This design comes from an exercise in tuning for a short achievable clock period and few clock cycles on the open sky130 flow, not from production work.
RTL that was checked went through simulation tests only; none was proved equivalent to the original.
The RTL of run 4 was laid out without a check of its function.
No activity file was given, so power comes from the tool's default toggle rates.

==> run.sh <==
#!/bin/bash
# synth_recipe.tcl (not shown) runs the flow's synth.tcl, then flattens the netlist and writes it again
# the make line also repeats each setting of config.mk as NAME=value (left out here)
make -C /OpenROAD-flow-scripts/flow DESIGN_CONFIG=/design/flow/config.mk WORK_HOME=/design/flow/orfs CLKGATE_MAP_FILE= SYNTH_SCRIPT=/design/flow/synth_recipe.tcl finish
==> config.mk <==
export PLATFORM = sky130hd
export DESIGN_NAME = microsim_core
export DESIGN_NICKNAME = microsim_core
export VERILOG_FILES = /design/flow/design.v
export SDC_FILE = /design/flow/constraint.sdc
export NUM_CORES = 4
export LEC_CHECK = 0
export CAP_MARGIN = 20
export CORE_MARGIN = 2
export CORE_UTILIZATION = 40
export SETUP_SLACK_MARGIN = 5
export SLEW_MARGIN = 20
==> constraint.sdc <==
create_clock -name core_clock -period 12.0 [get_ports {clk}]
set_input_delay 2.4000 -clock core_clock [delete_from_list [all_inputs] [get_ports {clk}]]
set_output_delay 2.4000 -clock core_clock [all_outputs]
set_load 0.01 [all_outputs]
==> design.v <==
module microsim_core (
    input  wire        clk,
    input  wire        rst,           
    output reg         mem_valid,
    output reg         mem_we,
    output reg  [19:0] mem_addr,
    output reg  [31:0] mem_wdata,
    input  wire        mem_ready,
    input  wire [31:0] mem_rdata,
    output reg         halted,
    output reg         err_valid,
    output reg  [1:0]  err_code,
    output reg  [19:0] err_addr,
    output reg  [31:0] err_ir,
    input  wire [3:0]  dbg_sel,
    output wire [19:0] dbg_rdata,
    output wire [3:0]  flags          
);
    localparam [4:0] OP_HLT = 5'd0,  OP_MOV = 5'd1,  OP_LDR = 5'd2,  OP_STR = 5'd3,
                     OP_ADD = 5'd4,  OP_ADC = 5'd5,  OP_SUB = 5'd6,  OP_SBC = 5'd7,
                     OP_CMP = 5'd8,  OP_LSL = 5'd9,  OP_LSR = 5'd10, OP_ASR = 5'd11,
                     OP_ROL = 5'd12, OP_ROR = 5'd13, OP_AND = 5'd14, OP_ORR = 5'd15,
                     OP_EOR = 5'd16, OP_NOT = 5'd17, OP_JMP = 5'd18, OP_BCC = 5'd19,
                     OP_BCS = 5'd20, OP_BPL = 5'd21, OP_BMI = 5'd22, OP_BNE = 5'd23,
                     OP_BEQ = 5'd24, OP_BVC = 5'd25, OP_BVS = 5'd26;
    reg [19:0] regs [0:14];
    reg        fc, fz, fn, fv;
    reg [19:0] fpc;         
    reg [19:0] f_addr;      
    reg        d_arr;       
    reg        d_buf;       
    reg [31:0] dbuf;
    reg        e_v;         
    reg        e_ldw;       
    reg [31:0] e_ir;
    reg [19:0] e_pc1;       
    reg [19:0] e_a, e_b;
    reg [3:0]  e_ra;
    reg        e_err;       
    reg [1:0]  e_ecode;
    reg        e_hlt, e_ldr, e_str, e_br, e_wr, e_wpc;
    reg [3:0]  e_cc;        
    reg        e_cinv, e_jmp;
    reg        e_mov, e_add, e_sub, e_usec, e_flg_arith, e_logic, e_sh, e_rot;
    reg [1:0]  e_lop;       
    reg [1:0]  e_sop;       
    reg        e_rol;
    reg        e_addpc;     
    reg        e_pk;        
    reg        e_pred;      
    reg [19:0] e_alt;       
    reg [19:0] e_addr;      
    localparam NB = 8;
    reg [NB-1:0] bv;
    reg [19:0]   btag [0:NB-1];
    reg [31:0]   bword [0:NB-1];
    reg [19:0]   btgt [0:NB-1];
    reg [2:0]    brr;
    reg          d_pred;    
    reg [NB-1:0] d_phit;    
    wire [19:0] a = e_a;
    wire [19:0] b = e_b;
    wire [19:0] bx   = e_sub ? ~b : b;
    wire        cin  = e_usec ? fc : e_sub;
    wire [20:0] sum  = {1'b0, a} + {1'b0, bx} + {20'd0, cin};
    wire        add_c = sum[20] ^ e_sub;
    wire        add_v = (a[19] == bx[19]) && (sum[19] != a[19]);
    wire        b_zero = (b == 20'd0);
    wire        b_big  = (|b[19:5]) || (b[4:0] > 5'd20);
    wire [20:0] lsl_t  = {1'b0, a} << b[4:0];
    wire [20:0] lsr_t  = {a, 1'b0} >> b[4:0];
    wire [20:0] asr_t  = $signed({a, 1'b0}) >>> b[4:0];
    reg  [19:0] sh_res;
    reg         sh_c;
    always @(*) begin
        case (e_sop)
            2'd0: begin sh_res = lsl_t[19:0];  sh_c = lsl_t[20]; end
            2'd1: begin sh_res = lsr_t[20:1];  sh_c = lsr_t[0];  end
            default: begin sh_res = asr_t[20:1]; sh_c = asr_t[0]; end
        endcase
        if (b_big) begin
            if (e_sop == 2'd2) begin sh_res = {20{a[19]}}; sh_c = a[19]; end
            else               begin sh_res = 20'd0;       sh_c = 1'b0;  end
        end
        if (b_zero) sh_c = fc;
    end
    function [4:0] nib5;          
        input [3:0] x;
        begin
            nib5[0] = (x == 4'd0) || (x == 4'd5) || (x == 4'd10) || (x == 4'd15);
            nib5[1] = (x == 4'd1) || (x == 4'd6) || (x == 4'd11);
            nib5[2] = (x == 4'd2) || (x == 4'd7) || (x == 4'd12);
            nib5[3] = (x == 4'd3) || (x == 4'd8) || (x == 4'd13);
            nib5[4] = (x == 4'd4) || (x == 4'd9) || (x == 4'd14);
        end
    endfunction
    function [4:0] add5;          
        input [4:0] x, y;
        integer i, j;
        begin
            add5 = 5'd0;
            for (i = 0; i < 5; i = i + 1)
                for (j = 0; j < 5; j = j + 1)
                    if ((i + j) % 5 == 0) add5[0] = add5[0] | (x[i] & y[j]);
                    else if ((i + j) % 5 == 1) add5[1] = add5[1] | (x[i] & y[j]);
                    else if ((i + j) % 5 == 2) add5[2] = add5[2] | (x[i] & y[j]);
                    else if ((i + j) % 5 == 3) add5[3] = add5[3] | (x[i] & y[j]);
                    else add5[4] = add5[4] | (x[i] & y[j]);
        end
    endfunction
    wire [4:0]  q = add5(add5(nib5(b[3:0]), nib5(b[7:4])),
                         add5(add5(nib5(b[11:8]), nib5(b[15:12])), nib5(b[19:16])));
    wire [1:0]  p = b[1:0];
    reg  [19:0] r1, rot_res;
    always @(*) begin
        if (e_rol) begin
            case (p)
                2'd0: r1 = a;
                2'd1: r1 = {a[14:0], a[19:15]};
                2'd2: r1 = {a[9:0],  a[19:10]};
                default: r1 = {a[4:0], a[19:5]};
            endcase
            rot_res = ({20{q[0]}} & r1)
                    | ({20{q[1]}} & {r1[3:0],  r1[19:4]})
                    | ({20{q[2]}} & {r1[7:0],  r1[19:8]})
                    | ({20{q[3]}} & {r1[11:0], r1[19:12]})
                    | ({20{q[4]}} & {r1[15:0], r1[19:16]});
        end else begin
            case (p)
                2'd0: r1 = a;
                2'd1: r1 = {a[4:0],  a[19:5]};
                2'd2: r1 = {a[9:0],  a[19:10]};
                default: r1 = {a[14:0], a[19:15]};
            endcase
            rot_res = ({20{q[0]}} & r1)
                    | ({20{q[1]}} & {r1[15:0], r1[19:16]})
                    | ({20{q[2]}} & {r1[11:0], r1[19:12]})
                    | ({20{q[3]}} & {r1[7:0],  r1[19:8]})
                    | ({20{q[4]}} & {r1[3:0],  r1[19:4]});
        end
    end
    wire rot_c = e_rol ? rot_res[0] : rot_res[19];
    reg [19:0] log_res;
    always @(*) begin
        case (e_lop)
            2'd0: log_res = a & b;
            2'd1: log_res = a | b;
            2'd2: log_res = a ^ b;
            default: log_res = ~a;
        endcase
    end
    wire [19:0] res = ({20{e_mov}}   & b)
                    | ({20{e_add}}   & sum[19:0])
                    | ({20{e_logic}} & log_res)
                    | ({20{e_sh}}    & sh_res)
                    | ({20{e_rot}}   & rot_res);
    wire res_z = (res == 20'd0);
    reg nc, nz, nn, nv;
    always @(*) begin
        nc = fc; nz = fz; nn = fn; nv = fv;
        if (e_flg_arith) begin    
            nc = add_c; nv = add_v; nz = res_z; nn = res[19];
        end
        if (e_logic) begin
            nz = res_z; nn = res[19];
        end
        if (e_sh) begin
            nc = sh_c; nv = a[19] ^ res[19]; nz = res_z; nn = res[19];
        end
        if (e_rot) begin
            nz = res_z; nn = res[19];
            if (!b_zero) begin nc = rot_c; nv = a[19] ^ res[19]; end
        end
    end
    wire cond = (|(e_cc & {fv, fn, fz, fc})) ^ e_cinv;
    wire e_ok     = e_v && !e_err;
    wire e_mem    = e_ok && (e_ldr || e_str);
    wire e_taken  = e_ok && ((e_br && (e_jmp || cond)) || e_addpc);    
    wire e_take   = e_ok && !e_pred && e_br && (e_jmp || cond);         
    wire e_altf   = e_ok && (e_pred ? (e_br && !e_jmp && !cond)        
                                    : e_addpc);                        
    wire e_redir  = e_ok && e_wpc;                          
    wire e_halt   = e_ok && e_hlt;
    wire ld_pc    = e_ldw && (e_ra == 4'd15);
    always @(*) begin
        mem_valid = 1'b0;
        mem_we    = 1'b0;
        mem_addr  = fpc;
        mem_wdata = {12'd0, e_a};
        if (e_mem) begin
            mem_valid = 1'b1;
            mem_we    = e_str;
            mem_addr  = e_b;
        end else if (e_take) begin
            mem_valid = 1'b1;
            mem_addr  = e_b;
        end else if (e_altf) begin
            mem_valid = 1'b1;
            mem_addr  = e_alt;
        end else if (!halted && !e_redir && !e_halt && !ld_pc) begin
            mem_valid = 1'b1;
        end
    end
    wire stall  = mem_valid && !mem_ready;
    wire acc    = mem_valid && mem_ready;
    wire f_acc  = acc && !e_mem;         
    wire        d_v  = d_arr || d_buf;
    wire [31:0] w    = d_buf ? dbuf : mem_rdata;
    wire [4:0]  d_op   = w[31:27];
    wire [1:0]  d_mode = w[26:25];
    wire [3:0]  d_ra   = w[23:20];
    wire [3:0]  d_rb   = w[19:16];
    wire [19:0] d_pc1  = f_addr + 20'd1;
    wire smc = e_mem && e_str && d_v && (e_b == f_addr);
    wire d_kill = !stall && (e_take || e_altf || e_redir || ld_pc || smc);
    reg [NB-1:0] f_hit;
    reg [19:0]   f_tgt;
    integer k;
    always @(*) begin
        f_tgt = 20'd0;
        for (k = 0; k < NB; k = k + 1) begin
            f_hit[k] = bv[k] && (btag[k] == mem_addr);
            f_tgt = f_tgt | ({20{f_hit[k]}} & btgt[k]);
        end
    end
    reg [31:0] d_pword;
    always @(*) begin
        d_pword = 32'd0;
        for (k = 0; k < NB; k = k + 1)
            d_pword = d_pword | ({32{d_phit[k]}} & bword[k]);
    end
    wire d_wm  = (w == d_pword);
    wire d_fix = d_v && d_pred && !d_wm && !stall && !d_kill;
    reg [NB-1:0] e_hit;
    always @(*)
        for (k = 0; k < NB; k = k + 1)
            e_hit[k] = bv[k] && (btag[k] == e_addr);
    wire e_done  = e_v && !stall && !(e_ok && e_hlt);
    wire b_write = e_done && e_pk && e_taken;
    wire b_clear = e_done && !(e_pk && e_taken) && (|e_hit);
    wire [19:0] e_tgt = e_addpc ? e_alt : e_b;
    wire e_free = !stall && (!e_v || e_err || !(e_ldr || e_hlt));
    wire d_take = d_v && e_free && !d_kill;
    wire        wb_ld  = e_ldw;                              
    wire        wb_alu = e_ok && e_wr;    
    wire        wb_en  = wb_ld || wb_alu;
    wire [3:0]  wb_r   = e_ra;
    wire [19:0] wb_d   = wb_ld ? mem_rdata[19:0] : res;
    function [19:0] rd;
        input [3:0] r;
        begin
            if (r == 4'd15)               rd = d_pc1;
            else if (wb_en && wb_r == r)  rd = wb_d;
            else                          rd = regs[r];
        end
    endfunction
    wire d_opv   = (d_op <= OP_BVS);
    wire d_gimp  = (d_op == OP_HLT) || (d_op == OP_NOT);
    wire d_gadr  = (d_op == OP_LDR) || (d_op == OP_STR) || (d_op >= OP_JMP && d_op <= OP_BVS);
    wire d_mok   = d_gimp ? (d_mode == 2'b00) : d_gadr ? d_mode[1] : !d_mode[1];
    wire d_wr    = (d_op == OP_MOV) || (d_op >= OP_ADD && d_op <= OP_NOT && d_op != OP_CMP);
    wire d_movpc = (d_op == OP_MOV) && (d_ra == 4'd15);
    wire d_addpc = (d_op == OP_ADD) && (d_mode == 2'b00) && (d_ra == 4'd15);
    wire d_pk    = ((d_op >= OP_JMP) && (d_op <= OP_BVS) && (d_mode == 2'b10))
                || (d_movpc && d_mode == 2'b00) || d_addpc;
    integer i;
    always @(posedge clk) begin
        if (rst) begin
            fpc    <= 20'd0;
            f_addr <= 20'd0;
            d_arr  <= 1'b0;
            d_buf  <= 1'b0;
            e_v    <= 1'b0;
            e_ldw  <= 1'b0;
            e_pc1  <= 20'd0;
            halted <= 1'b0;
            bv     <= {NB{1'b0}};
            brr    <= 3'd0;
            d_pred <= 1'b0;
            {fc, fz, fn, fv} <= 4'b0000;
            for (i = 0; i < 15; i = i + 1)
                regs[i] <= 20'd0;
            err_valid <= 1'b0;
            err_code  <= 2'd0;
            err_addr  <= 20'd0;
            err_ir    <= 32'd0;
        end else begin
            err_valid <= 1'b0;
            if ((wb_ld || (wb_alu && !stall)) && wb_r != 4'd15)
                regs[wb_r] <= wb_d;
            if (f_acc) begin
                f_addr <= mem_addr;
                fpc    <= (|f_hit) ? f_tgt : mem_addr + 20'd1;
                d_pred <= |f_hit;
                d_phit <= f_hit;
            end
            d_arr <= f_acc;
            if (d_fix) begin
                fpc    <= d_pc1;
                d_pred <= 1'b0;
                d_arr  <= 1'b0;
            end
            d_buf <= d_v && !d_take && !d_kill;
            if (!d_buf) dbuf <= mem_rdata;
            if (e_redir && !stall) fpc <= res;
            if (ld_pc)             fpc <= mem_rdata[19:0];
            if (smc && !stall)     fpc <= f_addr;
            if (e_ldw) e_ldw <= 1'b0;
            if (!stall && e_ok) begin
                {fc, fz, fn, fv} <= {nc, nz, nn, nv};
                if (e_hlt) halted <= 1'b1;
                if (e_ldr) begin e_ldw <= 1'b1; e_v <= 1'b0; end
            end
            if (!stall && e_v && e_err) begin
                err_valid <= 1'b1;
                err_code  <= e_ecode;
                err_addr  <= e_pc1 - 20'd1;
                err_ir    <= e_ir;
            end
            if (b_write) begin
                if (|e_hit) begin
                    for (k = 0; k < NB; k = k + 1)
                        if (e_hit[k]) begin
                            bword[k] <= e_ir;
                            btgt[k]  <= e_tgt;
                        end
                end else begin
                    bv[brr]    <= 1'b1;
                    btag[brr]  <= e_addr;
                    bword[brr] <= e_ir;
                    btgt[brr]  <= e_tgt;
                    brr        <= brr + 3'd1;
                end
            end
            if (b_clear) bv <= bv & ~e_hit;
            if (e_free) begin
                e_v   <= d_take;
                e_addr  <= f_addr;
                e_pred  <= d_pred && d_wm;
                e_alt   <= d_addpc ? d_pc1 + w[19:0] : d_pc1;
                e_addpc <= d_addpc;
                e_pk    <= d_pk;
                e_ir  <= w;
                e_pc1 <= d_pc1;
                e_ra  <= d_ra;
                e_a   <= rd(d_ra);
                e_b   <= d_mode[0] ? rd(d_rb) : w[19:0];
                e_err   <= !d_opv || !d_mok;
                e_ecode <= !d_opv ? 2'd3 : 2'd2;
                e_hlt   <= (d_op == OP_HLT);
                e_ldr   <= (d_op == OP_LDR);
                e_str   <= (d_op == OP_STR);
                e_br    <= (d_op >= OP_JMP) || d_movpc;
                e_jmp   <= (d_op == OP_JMP) || d_movpc;
                e_wr    <= d_wr && !d_movpc;
                e_wpc   <= d_wr && !d_movpc && !d_addpc && (d_ra == 4'd15);
                e_cc    <= {d_op >= OP_BVC, d_op == OP_BPL || d_op == OP_BMI,
                            d_op == OP_BNE || d_op == OP_BEQ, d_op == OP_BCC || d_op == OP_BCS};
                e_cinv  <= d_op[0];     
                e_mov   <= (d_op == OP_MOV);
                e_add   <= (d_op >= OP_ADD && d_op <= OP_CMP);
                e_sub   <= (d_op >= OP_SUB && d_op <= OP_CMP);
                e_usec  <= (d_op == OP_ADC) || (d_op == OP_SBC);
                e_flg_arith <= (d_op >= OP_ADD && d_op <= OP_CMP);
                e_logic <= (d_op >= OP_AND && d_op <= OP_NOT);
                e_lop   <= (d_op == OP_AND) ? 2'd0 : (d_op == OP_ORR) ? 2'd1 :
                           (d_op == OP_EOR) ? 2'd2 : 2'd3;
                e_sh    <= (d_op >= OP_LSL && d_op <= OP_ASR);
                e_sop   <= (d_op == OP_LSL) ? 2'd0 : (d_op == OP_LSR) ? 2'd1 : 2'd2;
                e_rot   <= (d_op == OP_ROL) || (d_op == OP_ROR);
                e_rol   <= (d_op == OP_ROL);
            end
        end
    end
    assign dbg_rdata = (dbg_sel == 4'd15) ? e_pc1 : regs[dbg_sel];
    assign flags     = {fv, fn, fz, fc};
endmodule
==> results of run 1 <==
through the flow:
stage               hold WS [ns]  util [%]  instances  total power, W  cell area [sq um]
finish                    0.4448     45.65       9402         0.01133              79350
global route              0.4670     45.65       9400         0.01161              79350
CTS                       0.4478     45.51       9378         0.01125              79110
detailed placement        0.4394     42.69       9119        0.006992              74210
global placement          0.4432     42.69       9119        0.006969              74200
floorplan                 0.4064         -       6982        0.006167              70080
cells by family after synthesis:
| logic type | Yosys count |
|---|---|
| simple gates | 2686 |
| compound gates | 1503 |
| flops | 1212 |
| buf+inv | 745 |
| xor+xnor | 481 |
| mux | 234 |
| fa+ha+maj | 89 |
| other cells | 1 |
worst max-delay path: cells and delay by family:
family          cells  cell delay, ns
mux                 1            0.71
compound gates      1            0.16
buf+inv             3            1.32
routing by layer:
layer	track usage [%]	wire (microns)	vias up
met4	21.74	24000	16
met5	0	127	-
met2	48.97	131600	4513
met3	7.923	36090	1040
li1	-	-	25850
met1	42.93	112600	30150
synthesized netlist by cell type (23+ instances only):
| library cell | instances |
|---|---|
| sky130_fd_sc_hd__nand4_1 | 132 |
| sky130_fd_sc_hd__nor2_1 | 634 |
| sky130_fd_sc_hd__inv_1 | 172 |
| sky130_fd_sc_hd__dfxtp_1 | 136 |
| sky130_fd_sc_hd__mux4_2 | 116 |
| sky130_fd_sc_hd__o21ai_0 | 231 |
| sky130_fd_sc_hd__nor2b_1 | 23 |
| sky130_fd_sc_hd__buf_2 | 56 |
| sky130_fd_sc_hd__a31oi_1 | 70 |
| sky130_fd_sc_hd__buf_1 | 81 |
| sky130_fd_sc_hd__o31ai_1 | 30 |
| sky130_fd_sc_hd__nor3_1 | 122 |
| sky130_fd_sc_hd__ha_1 | 86 |
| sky130_fd_sc_hd__a21o_1 | 35 |
| sky130_fd_sc_hd__a222oi_1 | 55 |
| sky130_fd_sc_hd__mux2_2 | 29 |
| sky130_fd_sc_hd__clkbuf_1 | 375 |
| sky130_fd_sc_hd__mux2i_1 | 77 |
| sky130_fd_sc_hd__a21oi_1 | 268 |
| sky130_fd_sc_hd__nand2_1 | 1056 |
| sky130_fd_sc_hd__o22a_1 | 25 |
| sky130_fd_sc_hd__nand3_1 | 408 |
| sky130_fd_sc_hd__a221oi_1 | 38 |
| sky130_fd_sc_hd__xor2_1 | 185 |
| sky130_fd_sc_hd__and3_1 | 79 |
| sky130_fd_sc_hd__o211ai_1 | 57 |
| sky130_fd_sc_hd__a22o_1 | 29 |
| sky130_fd_sc_hd__buf_4 | 38 |
| sky130_fd_sc_hd__o21bai_1 | 24 |
| sky130_fd_sc_hd__a22oi_1 | 175 |
| sky130_fd_sc_hd__nor4_1 | 67 |
| sky130_fd_sc_hd__a311oi_1 | 83 |
| sky130_fd_sc_hd__o21a_1 | 67 |
| sky130_fd_sc_hd__edfxtp_1 | 1076 |
| sky130_fd_sc_hd__a211oi_1 | 54 |
| sky130_fd_sc_hd__or3_1 | 30 |
| sky130_fd_sc_hd__xnor2_1 | 295 |
| sky130_fd_sc_hd__o22ai_1 | 104 |
placed cells by master (no fill, tap or decap), types with 133 or more instances in the layout:
master and count:
sky130_fd_sc_hd__edfxtp_1 1076, sky130_fd_sc_hd__nand2_1 1046, sky130_fd_sc_hd__nor2_1 627, sky130_fd_sc_hd__nand3_1 406, sky130_fd_sc_hd__xnor2_1 295, sky130_fd_sc_hd__a21oi_1 267, sky130_fd_sc_hd__o21ai_0 223, sky130_fd_sc_hd__buf_4 218
sky130_fd_sc_hd__xor2_1 182, sky130_fd_sc_hd__a22oi_1 175, sky130_fd_sc_hd__inv_1 165, sky130_fd_sc_hd__clkdlybuf4s50_1 156, sky130_fd_sc_hd__clkbuf_16 137, sky130_fd_sc_hd__dfxtp_1 135, sky130_fd_sc_hd__nand4_1 133
registers in the layout, indices dropped and copies added (netlist names), 32 cells and up:
signal and cells:
btag 160, err_ir 32, e_ir 32, dbuf 32
btgt 160, regs 320, bword 256
power by group through the flow:
| stage | combinational (W) | clock, W | sequential (W) |
|---|---|---|---|
| after global routing | 0.00227 | 0.00449 | 0.00485 |
| after global placement | 0.00204 | 0 | 0.00493 |
| after floorplan | 0.00131 | 0 | 0.00486 |
| after CTS | 0.00209 | 0.00432 | 0.00484 |
| final | 0.00219 | 0.00430 | 0.00484 |
| after detailed placement | 0.00206 | 0 | 0.00493 |
what timing repair did:
action | CTS | global route
pin swaps | 4 | 3
endpoints found under the setup margin | 39 | 114
resized for setup | 30 | 22
setup buffers | 10 | 11
hold buffers | 0 | 0
cloned | 6 | 2
final cells by class:
| class | instances | area (sq um) | area share (%) |
|---|---|---|---|
| flip-flops and latches | 1212 | 35030 | 44.15 |
| multi-input cells | 5026 | 32440 | 40.88 |
| repair buffers | 399 | 3714 | 4.680 |
| clock buffers | 156 | 3517 | 4.432 |
| well taps | 2325 | 2909 | 3.666 |
| clock inverters | 87 | 994.7 | 1.253 |
| inverters | 187 | 723.2 | 0.9113 |
| diodes | 10 | 25.02 | 0.03153 |
worst min path at each step:
stage / start / endpoint / slack [ns] / depth (start not counted)
after global placement: err_ir[4]$_SDFFE_PP0P_ / err_ir[4]$_SDFFE_PP0P_ / 0.44 / 2
after detailed placement: fpc[8]$_SDFFE_PP0P_ / fpc[8]$_SDFFE_PP0P_ / 0.44 / 2
after CTS: fpc[8]$_SDFFE_PP0P_ / fpc[8]$_SDFFE_PP0P_ / 0.45 / 2
after global routing: fpc[8]$_SDFFE_PP0P_ / fpc[8]$_SDFFE_PP0P_ / 0.47 / 2
after floorplan: f_addr[11]$_SDFFE_PP0P_ / e_addr[11]$_DFFE_PP_ / 0.41 / 0
final: fpc[8]$_SDFFE_PP0P_ / fpc[8]$_SDFFE_PP0P_ / 0.44 / 2
==> results.toml, run 1 <==
[power]
internal_power_w = 0.007876
power_frac_comb_pct = 19.3
switching_share_pct = 30.51
power_frac_clock_pct = 37.9
switch_pwr_w = 0.003458
static-leakage-power_nw = 27.86
power.ir.vdd_worst_v = 0.0001362
powerDensity_nw_per_um2 = 142.8
power.share.sequential_pct = 42.8

[setup_path]
critPathCaptureType = "output pin"
regToRegStartpoint = "e_b[8]$_DFFE_PP_"
setup.worst_path.end = "dbg_rdata[19]"
crit_fanout = 22
crit_path_most_repeated_cell = "sky130_fd_sc_hd__clkdlybuf4s50_1"
worst_setup_path_start_kind = "input pin"
r2r_cells = 17
critical_path.cell_chain = "clkdlybuf4s50_1, buf_6, mux4_2, o21a_1, clkdlybuf4s50_1"
worstSetupPathType = "in2out"
timing.reg2reg.setup_slack_ns = 5.05
capture_point_of_the_worst_reg_to_reg_path = "e_b[15]$_DFFE_PP_"
worst_setup_path_startpoint = "dbg_sel[3]"
timing.critical_path.required_ns = 9.60
cp_slowest_stage_delay_ns = 0.71
cp_slowest_cell = "sky130_fd_sc_hd__mux4_2"
arr_time_crit_path_ns = 4.62

[clocking]
cts.root.buffer_cell = "sky130_fd_sc_hd__clkbuf_16"
max-clock-path-buffers = 3
clk_pin_slew_worst_paths_ns = 0.06
htree_levels = 4
cts_inserted_buffers = 132
clk-insertion-delay-late_ns = 0.82
cts_tree = "built"
total_number_of_clock_tree_sinks = 1212

[timing]
timing_max_transition_violations_final = 0
worst-slew-pin-transition_ns = 1.226
period_share_pct = 58.46
fin_crit_ns = 7.016
rsz0062_at_grt = "no"
clock-skew-final_ns = 0.05216
report.final.hold_viol_count = 0
max-slew-margin-rel_pct = 18.30
postLayoutSetupSlackWorst_ns = 4.984
timing.setup.tns_ns = 0
fmaxAchievable_mhz = 142.5
setup_viol_count_final = 0

[floorplan]
initial_core_util_pct = 40.24
die_width_microns = 422.2
top_level_ports = 173
core_region_area_sq_um = 173800
row_count = 153
floorplan.die_area_sq_um = 178200
dieHeight_microns = 422.2

[grt]
globalRouteTotalUtil_pct = 33.00
largest_net_degree_at_the_start_of_global_routing = 144
globalRoute.totalOverflow = 0
grt_antenna_before_repair = 19
first_pass_grt_wire_length_microns = 428100
grt_pass1_vias = 57050

[route]
remaining_drc_errors = 0
routedWlPerCell_microns = 32.37
total_wire_length_after_detailed_routing_microns = 304300
antenna_left = 0
drt_pass1_iterations = 9
vias_per_cell = 6.549
first_iter_violations = 10180
routed-via-count = 61570

[logic_synthesis]
synth_largest_type_area_fraction_pct = 46.19
synthesis.area_sq_um = 69950
synth.largest_area_cell = "sky130_fd_sc_hd__edfxtp_1"
synth_simple_gate_area_share_pct = 17.36
synth_compound_area_share_pct = 14.91
async_flop_share_pct = 0
synth-adder-area-share_pct = 1.624
cells_after_synthesis = 6951
synth_cell_types = 107
seq_area_frac_synth_pct = 50.08
synthesis.area_per_instance_sq_um = 10.06
synth_xor_area_share_pct = 6.033
yosys_warnings = 1
synth-seq-cells = 1212
synth_top_family_by_area = "simple AND/OR/NAND/NOR gates"
ys_top_cells_by_area = "sky130_fd_sc_hd__edfxtp_1 (46%), sky130_fd_sc_hd__nand2_1 (5.7%), sky130_fd_sc_hd__dfxtp_1 (3.9%)"
synth-main-ff-cell = "sky130_fd_sc_hd__edfxtp_1"
synthMuxAreaShare_pct = 5.602
synth-edff-count = 1076

[finish]
drive_above_1_share_pct = 10.54
flow.area_growth_from_synthesis_pct = 13.44
fin_nets = 7086
n_fill_cell = 16230

[min_path]
min_path_type = "reg2reg"

[placement]
input_output_buffers = 160
dp_hpwl_microns = 197300
dpl_worst_slack_ns = 3.828
routabilityCongestion = 1.027

[run]
timing.max_cap.violations = 0

[run_status]
outcome = "finished clean"
Testbench counts, summed over its fixed seeds: cycles 56,134.
==> inputs of run 2 (changes only) <==
--- a/design.v
+++ b/design.v
@@ -53,11 +53,9 @@
     localparam NB = 8;
     reg [NB-1:0] bv;
     reg [19:0]   btag [0:NB-1];
-    reg [31:0]   bword [0:NB-1];
     reg [19:0]   btgt [0:NB-1];
     reg [2:0]    brr;
     reg          d_pred;    
-    reg [NB-1:0] d_phit;    
     wire [19:0] a = e_a;
     wire [19:0] b = e_b;
     wire [19:0] bx   = e_sub ? ~b : b;
@@ -223,21 +221,16 @@
             f_tgt = f_tgt | ({20{f_hit[k]}} & btgt[k]);
         end
     end
-    reg [31:0] d_pword;
-    always @(*) begin
-        d_pword = 32'd0;
-        for (k = 0; k < NB; k = k + 1)
-            d_pword = d_pword | ({32{d_phit[k]}} & bword[k]);
-    end
-    wire d_wm  = (w == d_pword);
-    wire d_fix = d_v && d_pred && !d_wm && !stall && !d_kill;
-    reg [NB-1:0] e_hit;
+    reg [NB-1:0] e_hit, s_hit;
     always @(*)
-        for (k = 0; k < NB; k = k + 1)
+        for (k = 0; k < NB; k = k + 1) begin
             e_hit[k] = bv[k] && (btag[k] == e_addr);
+            s_hit[k] = bv[k] && (btag[k] == e_b);      
+        end
     wire e_done  = e_v && !stall && !(e_ok && e_hlt);
     wire b_write = e_done && e_pk && e_taken;
     wire b_clear = e_done && !(e_pk && e_taken) && (|e_hit);
+    wire s_clear = e_ok && e_str && !stall;
     wire [19:0] e_tgt = e_addpc ? e_alt : e_b;
     wire e_free = !stall && (!e_v || e_err || !(e_ldr || e_hlt));
     wire d_take = d_v && e_free && !d_kill;
@@ -260,7 +253,11 @@
     wire d_mok   = d_gimp ? (d_mode == 2'b00) : d_gadr ? d_mode[1] : !d_mode[1];
     wire d_wr    = (d_op == OP_MOV) || (d_op >= OP_ADD && d_op <= OP_NOT && d_op != OP_CMP);
     wire d_movpc = (d_op == OP_MOV) && (d_ra == 4'd15);
-    wire d_addpc = (d_op == OP_ADD) && (d_mode == 2'b00) && (d_ra == 4'd15);
+    wire d_add15 = (d_op == OP_ADD) && (d_mode == 2'b00) && (d_ra == 4'd15);
+    wire d_add0  = d_add15 && (w[19:0] == 20'd0);
+    wire d_addpc = d_add15 && !d_add0;
+    wire d_jnext = (((d_op >= OP_JMP) && (d_op <= OP_BVS) && (d_mode == 2'b10))
+                    || (d_movpc && d_mode == 2'b00)) && (w[19:0] == d_pc1);
     wire d_pk    = ((d_op >= OP_JMP) && (d_op <= OP_BVS) && (d_mode == 2'b10))
                 || (d_movpc && d_mode == 2'b00) || d_addpc;
     integer i;
@@ -292,14 +289,8 @@
                 f_addr <= mem_addr;
                 fpc    <= (|f_hit) ? f_tgt : mem_addr + 20'd1;
                 d_pred <= |f_hit;
-                d_phit <= f_hit;
             end
             d_arr <= f_acc;
-            if (d_fix) begin
-                fpc    <= d_pc1;
-                d_pred <= 1'b0;
-                d_arr  <= 1'b0;
-            end
             d_buf <= d_v && !d_take && !d_kill;
             if (!d_buf) dbuf <= mem_rdata;
             if (e_redir && !stall) fpc <= res;
@@ -320,26 +311,24 @@
             if (b_write) begin
                 if (|e_hit) begin
                     for (k = 0; k < NB; k = k + 1)
-                        if (e_hit[k]) begin
-                            bword[k] <= e_ir;
+                        if (e_hit[k])
                             btgt[k]  <= e_tgt;
-                        end
                 end else begin
                     bv[brr]    <= 1'b1;
                     btag[brr]  <= e_addr;
-                    bword[brr] <= e_ir;
                     btgt[brr]  <= e_tgt;
                     brr        <= brr + 3'd1;
                 end
             end
             if (b_clear) bv <= bv & ~e_hit;
+            if (s_clear) bv <= bv & ~s_hit;
             if (e_free) begin
                 e_v   <= d_take;
                 e_addr  <= f_addr;
-                e_pred  <= d_pred && d_wm;
+                e_pred  <= d_pred;
                 e_alt   <= d_addpc ? d_pc1 + w[19:0] : d_pc1;
                 e_addpc <= d_addpc;
-                e_pk    <= d_pk;
+                e_pk    <= d_pk && !d_jnext;
                 e_ir  <= w;
                 e_pc1 <= d_pc1;
                 e_ra  <= d_ra;
@@ -350,10 +339,10 @@
                 e_hlt   <= (d_op == OP_HLT);
                 e_ldr   <= (d_op == OP_LDR);
                 e_str   <= (d_op == OP_STR);
-                e_br    <= (d_op >= OP_JMP) || d_movpc;
+                e_br    <= ((d_op >= OP_JMP) || d_movpc) && !d_jnext;
                 e_jmp   <= (d_op == OP_JMP) || d_movpc;
-                e_wr    <= d_wr && !d_movpc;
-                e_wpc   <= d_wr && !d_movpc && !d_addpc && (d_ra == 4'd15);
+                e_wr    <= d_wr && !d_movpc && !d_add0;
+                e_wpc   <= d_wr && !d_movpc && !d_add15 && (d_ra == 4'd15);
                 e_cc    <= {d_op >= OP_BVC, d_op == OP_BPL || d_op == OP_BMI,
                             d_op == OP_BNE || d_op == OP_BEQ, d_op == OP_BCC || d_op == OP_BCS};
                 e_cinv  <= d_op[0];     
@@ -372,6 +361,15 @@
             end
         end
     end
-    assign dbg_rdata = (dbg_sel == 4'd15) ? e_pc1 : regs[dbg_sel];
+    reg [15:0] dsel;
+    reg [19:0] dbg_r;
+    always @(*) begin
+        for (k = 0; k < 16; k = k + 1)
+            dsel[k] = (dbg_sel == k);
+        dbg_r = {20{dsel[15]}} & e_pc1;
+        for (k = 0; k < 15; k = k + 1)
+            dbg_r = dbg_r | ({20{dsel[k]}} & regs[k]);
+    end
+    assign dbg_rdata = dbg_r;
     assign flags     = {fv, fn, fz, fc};
 endmodule
==> flow/run.sh (new file) <==
#!/bin/bash
set -euo pipefail
bash standard.sh SETUP_SLACK_MARGIN=6.5 finish > standard_flow.log 2>&1
==> standard.sh (new file) <==
#!/bin/bash
# synth_recipe.tcl (not shown) runs the flow's synth.tcl, then flattens the netlist and writes it again
# the make line also repeats each setting of config.mk as NAME=value (left out here)
make -C /OpenROAD-flow-scripts/flow DESIGN_CONFIG=/design/flow/config.mk WORK_HOME=/design/flow/orfs CLKGATE_MAP_FILE= SYNTH_SCRIPT=/design/flow/synth_recipe.tcl "${@:-finish}"
--- a/config.mk
+++ b/config.mk
@@ -7,6 +7,6 @@
 export LEC_CHECK = 0
 export CAP_MARGIN = 20
 export CORE_MARGIN = 2
-export CORE_UTILIZATION = 40
+export CORE_UTILIZATION = 45
 export SETUP_SLACK_MARGIN = 5
 export SLEW_MARGIN = 20
removed: run.sh
==> run 2 against run 1 <==
Compared with the run above:
- critical endpoint is now dbg_rdata[2]
- total power decreased by 14%
- still clean on timing, DRC and antenna
- register-to-register slack improved by 1.1 ns
- critical path type unchanged
- synthesized cell count decreased by 4.6%
- highest routed layer unchanged
- clock power decreased by 23%
==> results.toml, run 2 <==
[route]
drt_pass1_iterations = 15
remaining_drc_errors = 0
first_iter_violations = 10700
routedWlPerCell_microns = 34.95
total_wire_length_after_detailed_routing_microns = 305500
antenna_left = 0
vias_per_cell = 6.930
routed-via-count = 60570

[clocking]
htree_levels = 3
total_number_of_clock_tree_sinks = 948
clk-insertion-delay-late_ns = 0.77
cts.root.buffer_cell = "sky130_fd_sc_hd__clkbuf_16"
clk_pin_slew_worst_paths_ns = 0.07
cts_tree = "built"
cts_inserted_buffers = 105
max-clock-path-buffers = 3

[grt]
gr-max-usage-layer = "met2"
grt_antenna_before_repair = 16
globalRouteMet2Util_pct = 63.32
globalRouteTotalUtil_pct = 42.95
grt_use_met1_pct = 53.07
grt_pass1_vias = 55000
first_pass_grt_wire_length_microns = 419600
globalRoute.totalOverflow = 0
met3_usage_pct = 12.85
largest_net_degree_at_the_start_of_global_routing = 111

[power]
internal_power_w = 0.006398
switch_pwr_w = 0.003299
power_frac_clock_pct = 34.3
power.share.sequential_pct = 39.5
static-leakage-power_nw = 26.44
powerDensity_nw_per_um2 = 133.7
switching_share_pct = 34.02
power.ir.vdd_worst_v = 0.0001309
power_frac_comb_pct = 26.2

[run]
timing.max_cap.violations = 0

[timing]
max-slew-margin-rel_pct = 16.55
fin_crit_ns = 6.284
rsz0062_at_grt = "yes"
clock-skew-final_ns = 0.06086
period_share_pct = 52.37
timing_max_transition_violations_final = 0
timing.setup.tns_ns = 0
worst-slew-pin-transition_ns = 1.239
setup_viol_count_final = 0
fmaxAchievable_mhz = 159.1
report.final.hold_viol_count = 0

[logic_synthesis]
synth_largest_type_area_fraction_pct = 40.72
dominant_cell_by_count_in_the_synthesized_netlist = "sky130_fd_sc_hd__nand2_1"
synthesis.area_sq_um = 59880
synth_top_cells_by_count = "sky130_fd_sc_hd__nand2_1 (1087), sky130_fd_sc_hd__edfxtp_1 (812), sky130_fd_sc_hd__nor2_1 (629)"
cells_after_synthesis = 6630
seq_area_frac_synth_pct = 45.26
synth.largest_area_cell = "sky130_fd_sc_hd__edfxtp_1"
synth-seq-cells = 948
yosys_warnings = 1
synth-main-ff-cell = "sky130_fd_sc_hd__edfxtp_1"
synth_cell_types = 106
ys_top_cells_by_area = "sky130_fd_sc_hd__edfxtp_1 (41%), sky130_fd_sc_hd__nand2_1 (6.8%), sky130_fd_sc_hd__dfxtp_1 (4.5%)"
synth-edff-count = 812
synthesis.area_per_instance_sq_um = 9.032
async_flop_share_pct = 0

[placement]
postPlaceCellArea_sq_um = 64390
dp_hpwl_microns = 197000
routabilityCongestion = 1.066
input_output_buffers = 160

[finish]
layout.cells.most_common_list = "sky130_fd_sc_hd__nand2_1 (1073), sky130_fd_sc_hd__edfxtp_1 (812), sky130_fd_sc_hd__nor2_1 (599)"
flow.area_growth_from_synthesis_pct = 21.13
largest_register_ff_count = 320
multiInputGateArea_sq_um = 32250
register_with_the_most_flip_flops = "regs"
final_common_cell = "sky130_fd_sc_hd__nand2_1"
fin_nets = 7013
reg_top3 = "regs x320, btag x160, btgt x160"
ff_latch_area_sq_um = 27110
design_area_sq_um = 72530
n_fill_cell = 11920
drive_above_1_share_pct = 16.96

[setup_path]
arr_time_crit_path_ns = 3.88
crit_path_most_repeated_cell = "sky130_fd_sc_hd__buf_12"
cp_slowest_stage_delay_ns = 0.22
timing.reg2reg.setup_slack_ns = 6.15
cp_slowest_cell = "sky130_fd_sc_hd__a22o_1"
worst_setup_path_start_kind = "input pin"
critical_path.cell_chain = "buf_12, nand2b_4, nor2_4, buf_12, buf_16, a22o_1, a221oi_2, nand4_1, buf_2"
crit_fanout = 7
timing.critical_path.required_ns = 9.60
critPathCaptureType = "output pin"
worstSetupPathType = "in2out"

[run_status]
outcome = "finished clean"

[min_path]
min_path_type = "reg2reg"

[floorplan]
top_level_ports = 173
dieHeight_microns = 368.8
initial_core_util_pct = 45.44
floorplan.die_area_sq_um = 136000
die_width_microns = 368.8
row_count = 133
core_region_area_sq_um = 131800
-- run 2: cell count changes after synthesis, moves of 44 or more --
cell                       change
sky130_fd_sc_hd__o21ai_0      +44
sky130_fd_sc_hd__a22o_1       +96
sky130_fd_sc_hd__a22oi_1      -58
sky130_fd_sc_hd__a21oi_1      -49
sky130_fd_sc_hd__nand3_1      +72
sky130_fd_sc_hd__xor2_1       +57
sky130_fd_sc_hd__mux4_2       -91
sky130_fd_sc_hd__edfxtp_1    -264
sky130_fd_sc_hd__a221oi_1     +95
-- run 2: cells by family (layout without fill, tap and decap cells) --
kind of cell | Yosys count | after routing | share of synthesized area, %
AO/OA/AOI/OAI | 1470 | 1470 | 17.38
XOR/XNOR | 511 | 511 | 7.474
adder cells (fa/ha/maj) | 90 | 90 | 1.918
buffers and inverters | 730 | 1044 | 4.877
flip-flops | 948 | 948 | 45.26
multiplexers | 99 | 99 | 2.248
other | 1 | 42 | 0.006262
AND/OR/NAND/NOR | 2781 | 2781 | 20.84
-- run 2: metal layers --
layer	routed length (microns)	part of all wire, %
met4	30300	9.9
met2	127500	42
met3	41500	14
met5	125	0.041
met1	106000	35
-- run 2: cell type report --
type | instances | share of cell area (%)
multi-input cells | 4983 | 44.46
flip-flops and latches | 948 | 37.37
repair buffers | 664 | 9.134
clock buffers | 129 | 3.916
well taps | 1755 | 3.027
inverters | 182 | 1.137
clock inverters | 69 | 0.9177
diodes | 10 | 0.03450
-- run 2: repair_timing --
action / in CTS / in global routing
pin swaps: 65 / 130
endpoints found under the hold margin: 0 / 0
hold buffers: 0 / 0
setup buffers: 118 / 123
cloned: 15 / 8
resized for setup: 515 / 287
endpoints found under the setup margin: 578 / 354
-- run 2: worst paths after layout --
path / from / to / cells after the start
min: d_pred$_SDFFE_PP0P_ / e_pred$_DFFE_PP_ / 0
max: dbg_sel[0] / dbg_rdata[2] / 9
min reg2reg: d_pred$_SDFFE_PP0P_ / e_pred$_DFFE_PP_ / 0
max reg2reg: e_cc[2]$_DFFE_PP_ / fpc[12]$_SDFFE_PP0P_ / 27
-- run 2: power by group through the flow --
stage | combinational [W] | clock (W) | sequential, W
after global routing | 0.00261 | 0.00345 | 0.00383
after CTS | 0.00227 | 0.00333 | 0.00382
final | 0.00254 | 0.00332 | 0.00383
after detailed placement | 0.00212 | 0 | 0.00389
after floorplan | 0.00131 | 0 | 0.00383
after global placement | 0.00211 | 0 | 0.00390
-- run 2: per-stage QoR --
stage	std cells	setup WS, ns	hold WS [ns]	util (%)	power [W]
global placement	8266	4.173	0.4139	48.83	0.006003
detailed placement	8267	4.175	0.4204	48.86	0.006014
floorplan	6661	6.291	0.4064	-	0.005136
CTS	8598	5.715	0.4281	53.38	0.009427
global route	8731	5.678	0.4424	55.02	0.009893
finish	8740	5.716	0.4369	55.04	0.009697
-- run 2: worst max-delay path, delay by kind of cell --
| kind | cells | cell delay [ns] |
|---|---|---|
| AO/OA/AOI/OAI | 2 | 0.38 |
| AND/OR/NAND/NOR | 3 | 0.46 |
| buffers and inverters | 4 | 0.61 |
Testbench counts of run 2, summed over its fixed seeds: cycles 55,448.
==> inputs of run 3 (changes only) <==
==> run.sh (new file) <==
#!/bin/bash
# synth_recipe.tcl (not shown) runs the flow's synth.tcl, then flattens the netlist and writes it again
# the make line also repeats each setting of config.mk as NAME=value (left out here)
make -C /OpenROAD-flow-scripts/flow DESIGN_CONFIG=/design/flow/config.mk WORK_HOME=/design/flow/orfs CLKGATE_MAP_FILE= SYNTH_SCRIPT=/design/flow/synth_recipe.tcl finish
removed: flow/run.sh
removed: standard.sh
==> run 3 against run 2 <==
Compared with the run above:
- critical path type is now reg2reg
- non-clock buffer count down 255
- worst hold slack got worse by 0.019 ns
- count of clock-buffer cells in the layout grew 1
- global-route usage down 1.5 points
- sequential share of layout area rose by 2.7 points
- register-to-register slack got worse by 1.2 ns
- clock skew decreased by 0.018 ns
- sequential power about the same
- highest routed layer unchanged
==> results.toml, run 3 <==
[run_status]
outcome = "finished clean"

[timing]
rsz0062_at_grt = "yes"
fin_crit_ns = 7.069
timing.setup.tns_ns = 0
clock-skew-final_ns = 0.04260
fmaxAchievable_mhz = 141.5
setup_viol_count_final = 0
period_share_pct = 58.91
report.final.hold_viol_count = 0
worst-slew-pin-transition_ns = 1.297
timing_max_transition_violations_final = 0
max-slew-margin-rel_pct = 12.73

[finish]
design_area_sq_um = 67620
post-route-util_pct = 51.31
largest_register_ff_count = 320
final_common_cell = "sky130_fd_sc_hd__nand2_1"
register_with_the_most_flip_flops = "regs"
fin_nets = 6758
flow.area_growth_from_synthesis_pct = 12.92
layout.cells.most_common_list = "sky130_fd_sc_hd__nand2_1 (1076), sky130_fd_sc_hd__edfxtp_1 (812), sky130_fd_sc_hd__nor2_1 (615)"
drive_above_1_share_pct = 9.245
reg_top3 = "regs x320, btag x160, btgt x160"
final_cell_count_no_fill = 8479
n_fill_cell = 12210

[setup_path]
critical_path.cell_chain = "a22o_1, or3_1, a21oi_2, o31a_2, buf_6, and3_2, or2_2, clkinv_1, a2bb2oi_1, nand4_1, nor4_2, buf_4, nor4_1, nand2_1, buf_6, nand4_1, o211ai_1, o21ai_1, o21ai_0, a211oi_1"
r2r_cells = 20
cp_slowest_cell = "sky130_fd_sc_hd__and3_2"
timing.critical_path.buf_inv = 4
crit_fanout = 50
cp_slowest_stage_delay_ns = 0.53
arr_time_crit_path_ns = 7.67
capture_point_of_the_worst_reg_to_reg_path = "fpc[3]$_SDFFE_PP0P_"
worst_setup_path_start_kind = "flop"
worstSetupPathType = "reg2reg"
critPathCaptureType = "flop"
regToRegStartpoint = "fc$_SDFFE_PP0P_"
timing.critical_path.max_delay_family = "simple AND/OR/NAND/NOR gates"
timing.critical_path.required_ns = 12.60
timing.reg2reg.setup_slack_ns = 4.93

[route]
total_wire_length_after_detailed_routing_microns = 290900
routed-via-count = 58810
drt_pass1_iterations = 10
first_iter_violations = 10030
remaining_drc_errors = 0
vias_per_cell = 6.935
antenna_left = 0
routedWlPerCell_microns = 34.31

[logic_synthesis]
synth_top_cells_by_count = "sky130_fd_sc_hd__nand2_1 (1087), sky130_fd_sc_hd__edfxtp_1 (812), sky130_fd_sc_hd__nor2_1 (629)"
dominant_cell_by_count_in_the_synthesized_netlist = "sky130_fd_sc_hd__nand2_1"
synth_cell_types = 106
synth-main-ff-cell = "sky130_fd_sc_hd__edfxtp_1"
synth.largest_area_cell = "sky130_fd_sc_hd__edfxtp_1"
yosys_warnings = 1
ys_top_cells_by_area = "sky130_fd_sc_hd__edfxtp_1 (41%), sky130_fd_sc_hd__nand2_1 (6.8%), sky130_fd_sc_hd__dfxtp_1 (4.5%)"
synthesis.area_per_instance_sq_um = 9.032
async_flop_share_pct = 0
cells_after_synthesis = 6630
synthesis.area_sq_um = 59880
synth_largest_type_area_fraction_pct = 40.72
seq_area_frac_synth_pct = 45.26
synth-edff-count = 812
synth-seq-cells = 948

[power]
powerDensity_nw_per_um2 = 140.4
static-leakage-power_nw = 24.25
power.ir.vdd_worst_v = 0.0001251
power_w = 0.009496

[clocking]
total_number_of_clock_tree_sinks = 948
cts_tree = "built"
htree_levels = 3
clk-insertion-delay-late_ns = 0.77
max-clock-path-buffers = 3
cts_inserted_buffers = 105
clk_pin_slew_worst_paths_ns = 0.07
cts.root.buffer_cell = "sky130_fd_sc_hd__clkbuf_16"
holdBufCountCts = 0

[placement]
routabilityCongestion = 1.064
dp_cells = 8272
postPlaceCellArea_sq_um = 63820
dp_hpwl_microns = 195400
input_output_buffers = 160

[floorplan]
dieHeight_microns = 368.8
die_width_microns = 368.8
row_count = 133
floorplan.die_area_sq_um = 136000
initial_core_util_pct = 45.44
top_level_ports = 173
core_region_area_sq_um = 131800

[grt]
first_pass_grt_wire_length_microns = 405900
globalRoute.totalOverflow = 0
largest_net_degree_at_the_start_of_global_routing = 85
grt_pass1_vias = 53830
grt_antenna_before_repair = 25
globalRouteTotalUtil_pct = 41.44

[min_path]
timing.hold.worst_endpoint = "e_pred$_DFFE_PP_"
min_path_type = "reg2reg"
timing.hold.worst_path_depth = 0
hold_path_startpoint = "d_pred$_SDFFE_PP0P_"

[run]
timing.max_cap.violations = 0
[run 3: cell types whose count changed in the layout (fill, tap and decap cells not counted), sizes merged, moves of 7 or more]
cell,before,now
clkbuf,142,130
dlymetal6s2s,1,8
clkdlybuf4s50,106,145
bufinv,8,15
clkinv,64,57
buf,538,250
clkinvlp,15,5
[run 3: cell families after synthesis]
family / Yosys count / share of synthesized area, %
buffers and inverters: 730 / 4.877
multiplexers: 99 / 2.248
AND/OR/NAND/NOR: 2781 / 20.84
flip-flops: 948 / 45.26
other: 1 / 0.006262
XOR/XNOR: 511 / 7.474
AO/OA/AOI/OAI: 1470 / 17.38
adder cells (fa/ha/maj): 90 / 1.918
[run 3: final cells by class]
class	count	area, sq um	share of cell area [%]
flip-flops and latches	948	27110	40.09
repair buffers	409	3541	5.236
well taps	1755	2196	3.247
diodes	7	17.52	0.02590
clock buffers	130	2835	4.193
multi-input cells	4983	30440	45.01
inverters	182	698.2	1.032
clock inverters	65	790.8	1.169
[run 3: worst reg2reg max path, delay by kind of cell (launching register included)]
family	cells	cell delay [ns]
AND/OR/NAND/NOR	8	2.71
buffers and inverters	4	1.56
AO/OA/AOI/OAI	8	2.30
flip-flops	1	0.38
[run 3: per-layer routing]
| layer | vias up | GRT usage, % | part of all wire [%] |
|---|---|---|---|
| met2 | 4821 | 60.88 | 42 |
| li1 | 24400 | - | - |
| met3 | 1315 | 11.85 | 13 |
| met4 | 30 | 30.80 | 9.3 |
| met5 | - | 0 | 0.065 |
| met1 | 28240 | 51.74 | 35 |
[run 3: repair_timing]
| action | CTS | global route |
|---|---|---|
| setup buffers | 0 | 3 |
| endpoints found under the setup margin | 41 | 60 |
| pin swaps | 2 | 11 |
| gates resized for setup | 35 | 22 |
[run 3: worst max-delay path by stage]
stage / from / endpoint / cells after the start
floorplan: mem_rdata[1] / e_alt[19]$_DFFE_PP_ / 19
global placement: mem_rdata[18] / e_b[10]$_DFFE_PP_ / 8
detailed placement: mem_rdata[1] / e_alt[19]$_DFFE_PP_ / 20
CTS: e_cc[2]$_DFFE_PP_ / fpc[3]$_SDFFE_PP0P_ / 20
global route: dbg_sel[1] / dbg_rdata[1] / 8
finish: fc$_SDFFE_PP0P_ / fpc[3]$_SDFFE_PP0P_ / 20
[run 3: per-stage QoR]
| stage | worst slack, ns | hold slack, ns |
|---|---|---|
| after floorplan | 5.916 | 0.4064 |
| after global placement | 3.994 | 0.4125 |
| after detailed placement | 4.467 | 0.4132 |
| after CTS | 4.989 | 0.4201 |
| after global routing | 4.993 | 0.4263 |
| final | 4.931 | 0.4182 |
[run 3: power by group]
group | switching [W] | internal, W | leakage, nW | total, W
registers | 0.000141 | 0.00370 | 8.91 | 0.00384
logic | 0.00154 | 0.000657 | 13.6 | 0.00220
clock network | 0.00146 | 0.00200 | 1.77 | 0.00346
total | 0.00314 | 0.00636 | 24.3 | 0.00950
==> inputs of run 4 (changes only) <==
--- a/design.v
+++ b/design.v
@@ -45,17 +45,6 @@
     reg [1:0]  e_lop;       
     reg [1:0]  e_sop;       
     reg        e_rol;
-    reg        e_addpc;     
-    reg        e_pk;        
-    reg        e_pred;      
-    reg [19:0] e_alt;       
-    reg [19:0] e_addr;      
-    localparam NB = 8;
-    reg [NB-1:0] bv;
-    reg [19:0]   btag [0:NB-1];
-    reg [19:0]   btgt [0:NB-1];
-    reg [2:0]    brr;
-    reg          d_pred;    
     wire [19:0] a = e_a;
     wire [19:0] b = e_b;
     wire [19:0] bx   = e_sub ? ~b : b;
@@ -173,10 +162,7 @@
     wire cond = (|(e_cc & {fv, fn, fz, fc})) ^ e_cinv;
     wire e_ok     = e_v && !e_err;
     wire e_mem    = e_ok && (e_ldr || e_str);
-    wire e_taken  = e_ok && ((e_br && (e_jmp || cond)) || e_addpc);    
-    wire e_take   = e_ok && !e_pred && e_br && (e_jmp || cond);         
-    wire e_altf   = e_ok && (e_pred ? (e_br && !e_jmp && !cond)        
-                                    : e_addpc);                        
+    wire e_take   = e_ok && e_br && (e_jmp || cond);       
     wire e_redir  = e_ok && e_wpc;                          
     wire e_halt   = e_ok && e_hlt;
     wire ld_pc    = e_ldw && (e_ra == 4'd15);
@@ -192,9 +178,6 @@
         end else if (e_take) begin
             mem_valid = 1'b1;
             mem_addr  = e_b;
-        end else if (e_altf) begin
-            mem_valid = 1'b1;
-            mem_addr  = e_alt;
         end else if (!halted && !e_redir && !e_halt && !ld_pc) begin
             mem_valid = 1'b1;
         end
@@ -210,28 +193,7 @@
     wire [3:0]  d_rb   = w[19:16];
     wire [19:0] d_pc1  = f_addr + 20'd1;
     wire smc = e_mem && e_str && d_v && (e_b == f_addr);
-    wire d_kill = !stall && (e_take || e_altf || e_redir || ld_pc || smc);
-    reg [NB-1:0] f_hit;
-    reg [19:0]   f_tgt;
-    integer k;
-    always @(*) begin
-        f_tgt = 20'd0;
-        for (k = 0; k < NB; k = k + 1) begin
-            f_hit[k] = bv[k] && (btag[k] == mem_addr);
-            f_tgt = f_tgt | ({20{f_hit[k]}} & btgt[k]);
-        end
-    end
-    reg [NB-1:0] e_hit, s_hit;
-    always @(*)
-        for (k = 0; k < NB; k = k + 1) begin
-            e_hit[k] = bv[k] && (btag[k] == e_addr);
-            s_hit[k] = bv[k] && (btag[k] == e_b);      
-        end
-    wire e_done  = e_v && !stall && !(e_ok && e_hlt);
-    wire b_write = e_done && e_pk && e_taken;
-    wire b_clear = e_done && !(e_pk && e_taken) && (|e_hit);
-    wire s_clear = e_ok && e_str && !stall;
-    wire [19:0] e_tgt = e_addpc ? e_alt : e_b;
+    wire d_kill = !stall && (e_take || e_redir || ld_pc || smc);
     wire e_free = !stall && (!e_v || e_err || !(e_ldr || e_hlt));
     wire d_take = d_v && e_free && !d_kill;
     wire        wb_ld  = e_ldw;                              
@@ -253,13 +215,6 @@
     wire d_mok   = d_gimp ? (d_mode == 2'b00) : d_gadr ? d_mode[1] : !d_mode[1];
     wire d_wr    = (d_op == OP_MOV) || (d_op >= OP_ADD && d_op <= OP_NOT && d_op != OP_CMP);
     wire d_movpc = (d_op == OP_MOV) && (d_ra == 4'd15);
-    wire d_add15 = (d_op == OP_ADD) && (d_mode == 2'b00) && (d_ra == 4'd15);
-    wire d_add0  = d_add15 && (w[19:0] == 20'd0);
-    wire d_addpc = d_add15 && !d_add0;
-    wire d_jnext = (((d_op >= OP_JMP) && (d_op <= OP_BVS) && (d_mode == 2'b10))
-                    || (d_movpc && d_mode == 2'b00)) && (w[19:0] == d_pc1);
-    wire d_pk    = ((d_op >= OP_JMP) && (d_op <= OP_BVS) && (d_mode == 2'b10))
-                || (d_movpc && d_mode == 2'b00) || d_addpc;
     integer i;
     always @(posedge clk) begin
         if (rst) begin
@@ -271,9 +226,6 @@
             e_ldw  <= 1'b0;
             e_pc1  <= 20'd0;
             halted <= 1'b0;
-            bv     <= {NB{1'b0}};
-            brr    <= 3'd0;
-            d_pred <= 1'b0;
             {fc, fz, fn, fv} <= 4'b0000;
             for (i = 0; i < 15; i = i + 1)
                 regs[i] <= 20'd0;
@@ -287,8 +239,7 @@
                 regs[wb_r] <= wb_d;
             if (f_acc) begin
                 f_addr <= mem_addr;
-                fpc    <= (|f_hit) ? f_tgt : mem_addr + 20'd1;
-                d_pred <= |f_hit;
+                fpc    <= mem_addr + 20'd1;
             end
             d_arr <= f_acc;
             d_buf <= d_v && !d_take && !d_kill;
@@ -308,27 +259,8 @@
                 err_addr  <= e_pc1 - 20'd1;
                 err_ir    <= e_ir;
             end
-            if (b_write) begin
-                if (|e_hit) begin
-                    for (k = 0; k < NB; k = k + 1)
-                        if (e_hit[k])
-                            btgt[k]  <= e_tgt;
-                end else begin
-                    bv[brr]    <= 1'b1;
-                    btag[brr]  <= e_addr;
-                    btgt[brr]  <= e_tgt;
-                    brr        <= brr + 3'd1;
-                end
-            end
-            if (b_clear) bv <= bv & ~e_hit;
-            if (s_clear) bv <= bv & ~s_hit;
             if (e_free) begin
                 e_v   <= d_take;
-                e_addr  <= f_addr;
-                e_pred  <= d_pred;
-                e_alt   <= d_addpc ? d_pc1 + w[19:0] : d_pc1;
-                e_addpc <= d_addpc;
-                e_pk    <= d_pk && !d_jnext;
                 e_ir  <= w;
                 e_pc1 <= d_pc1;
                 e_ra  <= d_ra;
@@ -339,10 +271,10 @@
                 e_hlt   <= (d_op == OP_HLT);
                 e_ldr   <= (d_op == OP_LDR);
                 e_str   <= (d_op == OP_STR);
-                e_br    <= ((d_op >= OP_JMP) || d_movpc) && !d_jnext;
+                e_br    <= (d_op >= OP_JMP) || d_movpc;
                 e_jmp   <= (d_op == OP_JMP) || d_movpc;
-                e_wr    <= d_wr && !d_movpc && !d_add0;
-                e_wpc   <= d_wr && !d_movpc && !d_add15 && (d_ra == 4'd15);
+                e_wr    <= d_wr && !d_movpc;
+                e_wpc   <= d_wr && !d_movpc && (d_ra == 4'd15);
                 e_cc    <= {d_op >= OP_BVC, d_op == OP_BPL || d_op == OP_BMI,
                             d_op == OP_BNE || d_op == OP_BEQ, d_op == OP_BCC || d_op == OP_BCS};
                 e_cinv  <= d_op[0];     
@@ -361,15 +293,6 @@
             end
         end
     end
-    reg [15:0] dsel;
-    reg [19:0] dbg_r;
-    always @(*) begin
-        for (k = 0; k < 16; k = k + 1)
-            dsel[k] = (dbg_sel == k);
-        dbg_r = {20{dsel[15]}} & e_pc1;
-        for (k = 0; k < 15; k = k + 1)
-            dbg_r = dbg_r | ({20{dsel[k]}} & regs[k]);
-    end
-    assign dbg_rdata = dbg_r;
+    assign dbg_rdata = (dbg_sel == 4'd15) ? e_pc1 : regs[dbg_sel];
     assign flags     = {fv, fn, fz, fc};
 endmodule
--- a/config.mk
+++ b/config.mk
@@ -7,6 +7,6 @@
 export LEC_CHECK = 0
 export CAP_MARGIN = 20
 export CORE_MARGIN = 2
-export CORE_UTILIZATION = 45
+export CORE_UTILIZATION = 40
 export SETUP_SLACK_MARGIN = 5
 export SLEW_MARGIN = 20
==> run 4 against run 3 <==
Compared with the run above:
- count of clock-buffer cells in the layout is 42 lower
- critical endpoint is now dbg_rdata[0]
- worst setup slack better by 0.058 ns
- largest power group unchanged
- sequential power is 38% lower
- total power is 35% lower
- still clean on timing, DRC and antenna
- first-iteration DRC count is 40% lower
- global-route usage is 9.4 points lower
- via count is 33% lower
- sequential share of layout area is 4.7 points lower
- non-clock buffer count is 135 lower
- flip-flop and latch count is 375 lower
- critical path depth is 12 lower
- highest routed layer unchanged
- synthesized cell count is 28% lower
- largest cell class unchanged
==> results.toml, run 4 <==
[floorplan]
die_width_microns = 321.3
floorplan.die_area_sq_um = 103300
top_level_ports = 173
dieHeight_microns = 321.3
row_count = 116
core_region_area_sq_um = 100000
initial_core_util_pct = 40.28

[grt]
first_pass_grt_wire_length_microns = 246800
largest_net_degree_at_the_start_of_global_routing = 165
globalRouteTotalUtil_pct = 32.08
grt_pass1_vias = 35950
grt_antenna_before_repair = 4
globalRoute.totalOverflow = 0

[timing]
clock-skew-final_ns = 0.04254
fmaxAchievable_mhz = 142.6
period_share_pct = 58.42
setup_viol_count_final = 0
fin_crit_ns = 7.011
timing_max_transition_violations_final = 0
max-slew-margin-rel_pct = 20.71
timing.setup.tns_ns = 0
worst-slew-pin-transition_ns = 1.186
rsz0062_at_grt = "no"
report.final.hold_viol_count = 0

[setup_path]
arr_time_crit_path_ns = 4.61
timing.critical_path.buf_inv = 4
worst_setup_path_start_kind = "input pin"
timing.reg2reg.setup_slack_ns = 5.21
timing.critical_path.required_ns = 9.60
worstSetupPathType = "in2out"
cp_slowest_stage_delay_ns = 0.51
critPathCaptureType = "output pin"
crit_fanout = 33
r2r_cells = 16
critical_path.cell_chain = "buf_16, clkbuf_16, nand2b_4, buf_4, o22a_1, mux4_2, o21a_1, clkdlybuf4s50_1"
timing.critical_path.max_delay_family = "buffers and inverters"
cp_num_cells = 8
cp_slowest_cell = "sky130_fd_sc_hd__mux4_2"

[logic_synthesis]
yosys_warnings = 1
synthesis.area_per_instance_sq_um = 8.396
ys_top_cells_by_area = "sky130_fd_sc_hd__edfxtp_1 (33%), sky130_fd_sc_hd__nand2_1 (9.2%), sky130_fd_sc_hd__dfxtp_1 (6.2%)"
synthesis.area_sq_um = 40280
synth-seq-cells = 573
async_flop_share_pct = 0
synth_cell_types = 85
synth-main-ff-cell = "sky130_fd_sc_hd__edfxtp_1"
synth_top_cells_by_count = "sky130_fd_sc_hd__nand2_1 (985), sky130_fd_sc_hd__nor2_1 (560), sky130_fd_sc_hd__edfxtp_1 (449)"
cells_after_synthesis = 4798
synth_largest_type_area_fraction_pct = 33.47
seq_area_frac_synth_pct = 39.63
dominant_cell_by_count_in_the_synthesized_netlist = "sky130_fd_sc_hd__nand2_1"
synth-edff-count = 449
synth.largest_area_cell = "sky130_fd_sc_hd__edfxtp_1"

[power]
internal_power_w = 0.003990
switching_share_pct = 35.38
power_frac_comb_pct = 28.4
power.ir.vdd_worst_v = 0.0001000
switch_pwr_w = 0.002184
powerDensity_nw_per_um2 = 136.7
static-leakage-power_nw = 17.03
power_frac_clock_pct = 33.2
power_w = 0.006174
power.share.sequential_pct = 38.4

[placement]
dp_cells = 5928
routabilityCongestion = 0.9712
input_output_buffers = 160
dp_hpwl_microns = 112100

[finish]
drive_above_1_share_pct = 8.999
fin_nets = 4818
final_common_cell = "sky130_fd_sc_hd__nand2_1"
final_cell_count_no_fill = 6068
reg_top3 = "regs x320, dbuf x32, err_ir x32"
flow.area_growth_from_synthesis_pct = 12.12
multiInputGateArea_sq_um = 22160
post-route-util_pct = 45.17
register_with_the_most_flip_flops = "regs"
largest_register_ff_count = 320
ff_latch_area_sq_um = 15970
layout.cells.most_common_list = "sky130_fd_sc_hd__nand2_1 (979), sky130_fd_sc_hd__nor2_1 (558), sky130_fd_sc_hd__edfxtp_1 (449)"
n_fill_cell = 9725

[clocking]
clk_pin_slew_worst_paths_ns = 0.06
cts_inserted_buffers = 66
max-clock-path-buffers = 3
cts_tree = "built"
htree_levels = 3
holdBufCountCts = 0
total_number_of_clock_tree_sinks = 573
clk-insertion-delay-late_ns = 0.65
cts.root.buffer_cell = "sky130_fd_sc_hd__clkbuf_16"

[route]
antenna_left = 0
remaining_drc_errors = 0
vias_per_cell = 6.508
routedWlPerCell_microns = 28.19
total_wire_length_after_detailed_routing_microns = 171100
first_iter_violations = 6060
drt_pass1_iterations = 7
routed-via-count = 39490

[min_path]
timing.hold.worst_path_depth = 2
min_path_type = "reg2reg"

[run_status]
outcome = "finished clean"

[run]
timing.max_cap.violations = 0
-- run 4: cell families after synthesis --
logic type	count (synthesis)	share of synthesized area, %
compound gates	1005	17.14
fa+ha+maj	65	2.056
simple gates	2245	24.08
xor+xnor	128	2.783
mux	194	8.178
buf+inv	587	6.125
other cells	1	0.009309
flops	573	39.63
-- run 4: timing repair --
item / in CTS / in global routing
hold endpoints to repair: 0 / 0
cloned: 6 / 3
endpoints found under the setup margin: 20 / 37
gates resized for setup: 26 / 13
buffers inserted: 5 / 1
pin swaps: 2 / 0
-- run 4: final timing paths --
path,startpoint,to
hold / removal,err_ir[22]$_SDFFE_PP0P_,err_ir[22]$_SDFFE_PP0P_
hold reg to reg,err_ir[22]$_SDFFE_PP0P_,err_ir[22]$_SDFFE_PP0P_
setup reg to reg,e_b[2]$_DFFE_PP_,e_a[16]$_DFFE_PP_
setup / recovery,dbg_sel[1],dbg_rdata[0]
-- run 4: area by class of cell --
class	instances	area share [%]
diodes	3	0.01662
clock buffers	88	4.008
clock inverters	33	0.7673
inverters	129	1.086
multi-input cells	3670	49.06
flip-flops and latches	573	35.35
well taps	1298	3.596
repair buffers	274	6.119
-- run 4: metrics by stage --
step | cell area, sq um | hold slack, ns | setup slack, ns
finish | 45170 | 0.4557 | 4.989
global route | 45160 | 0.4742 | 5.005
CTS | 45010 | 0.4561 | 5.028
detailed placement | 42570 | 0.4480 | 3.955
global placement | 42570 | 0.4450 | 3.994
floorplan | 40410 | 0.4366 | 5.100
-- run 4: worst min-delay path, stage by stage, from the launching register on --
cell and delay [ns]:
sky130_fd_sc_hd__dfxtp_1 0.31, sky130_fd_sc_hd__nand2_1 0.05, sky130_fd_sc_hd__a21oi_1 0.05
-- run 4: power by group through the flow --
stage          Clock, W  Combinational [W]  Sequential (W)
5_1_grt         0.00215            0.00185         0.00238
6_report        0.00205            0.00175         0.00237
3_5_place_dp          0            0.00166         0.00241
3_3_place_gp          0            0.00164         0.00241
2_1_floorplan         0            0.00117         0.00235
4_1_cts         0.00206            0.00167         0.00237
-- run 4: layer usage --
| metal | GRT usage [%] | vias up | share of wire, % |
|---|---|---|---|
| li1 | - | 17190 | - |
| met1 | 41.21 | 18940 | 37 |
| met2 | 49.32 | 2793 | 44 |
| met3 | 8.393 | 564 | 12 |
| met4 | 17.37 | 2 | 6.5 |
| met5 | 0 | - | 0.0076 |

re-timing with driven ports:
How much do the figures lean on ideal ports? The routed layouts below were timed once more, with nothing changed but the port constraints.
Step 1 sets driving cells, clkbuf_16 on the clock port and buf_2 on the other inputs (assumed; they add their load-dependent delay and slew).
Step 2 adds t to the input delays and takes it off the output delays; t is the mean of the earliest and latest rising clock arrival at the registers after step 1. Input paths then give back, and output paths get back, about the clock's delay inside the block.
Three values: no drivers, after step 1, after step 2; two values: the first two.
| run | shift t [ns] | setup WS [ns] | hold slack, ns | worst setup path at the end | slew at the worst register clock pin (ns) |
|---|---|---|---|---|---|
| run 1 | 0.892 | 4.984 / 4.867 / 4.156 | 0.445 / 0.445 / 0.445 | input to register | 0.07 / 0.07 |
| run 2 | 0.820 | 5.716 / 5.652 / 5.652 | 0.437 / 0.437 / 0.437 | input to output | 0.07 / 0.07 |
| run 3 | 0.835 | 4.931 / 4.874 / 4.428 | 0.418 / 0.418 / 0.418 | input to register | 0.07 / 0.07 |
| run 4 | 0.695 | 4.989 / 4.786 / 4.786 | 0.456 / 0.456 / 0.456 | input to output | 0.07 / 0.07 |
After both steps setup and hold are still met in every run listed. The setup slack of run 1, which loses most, moves by -0.117 ns with the drivers and by -0.828 ns with both steps.
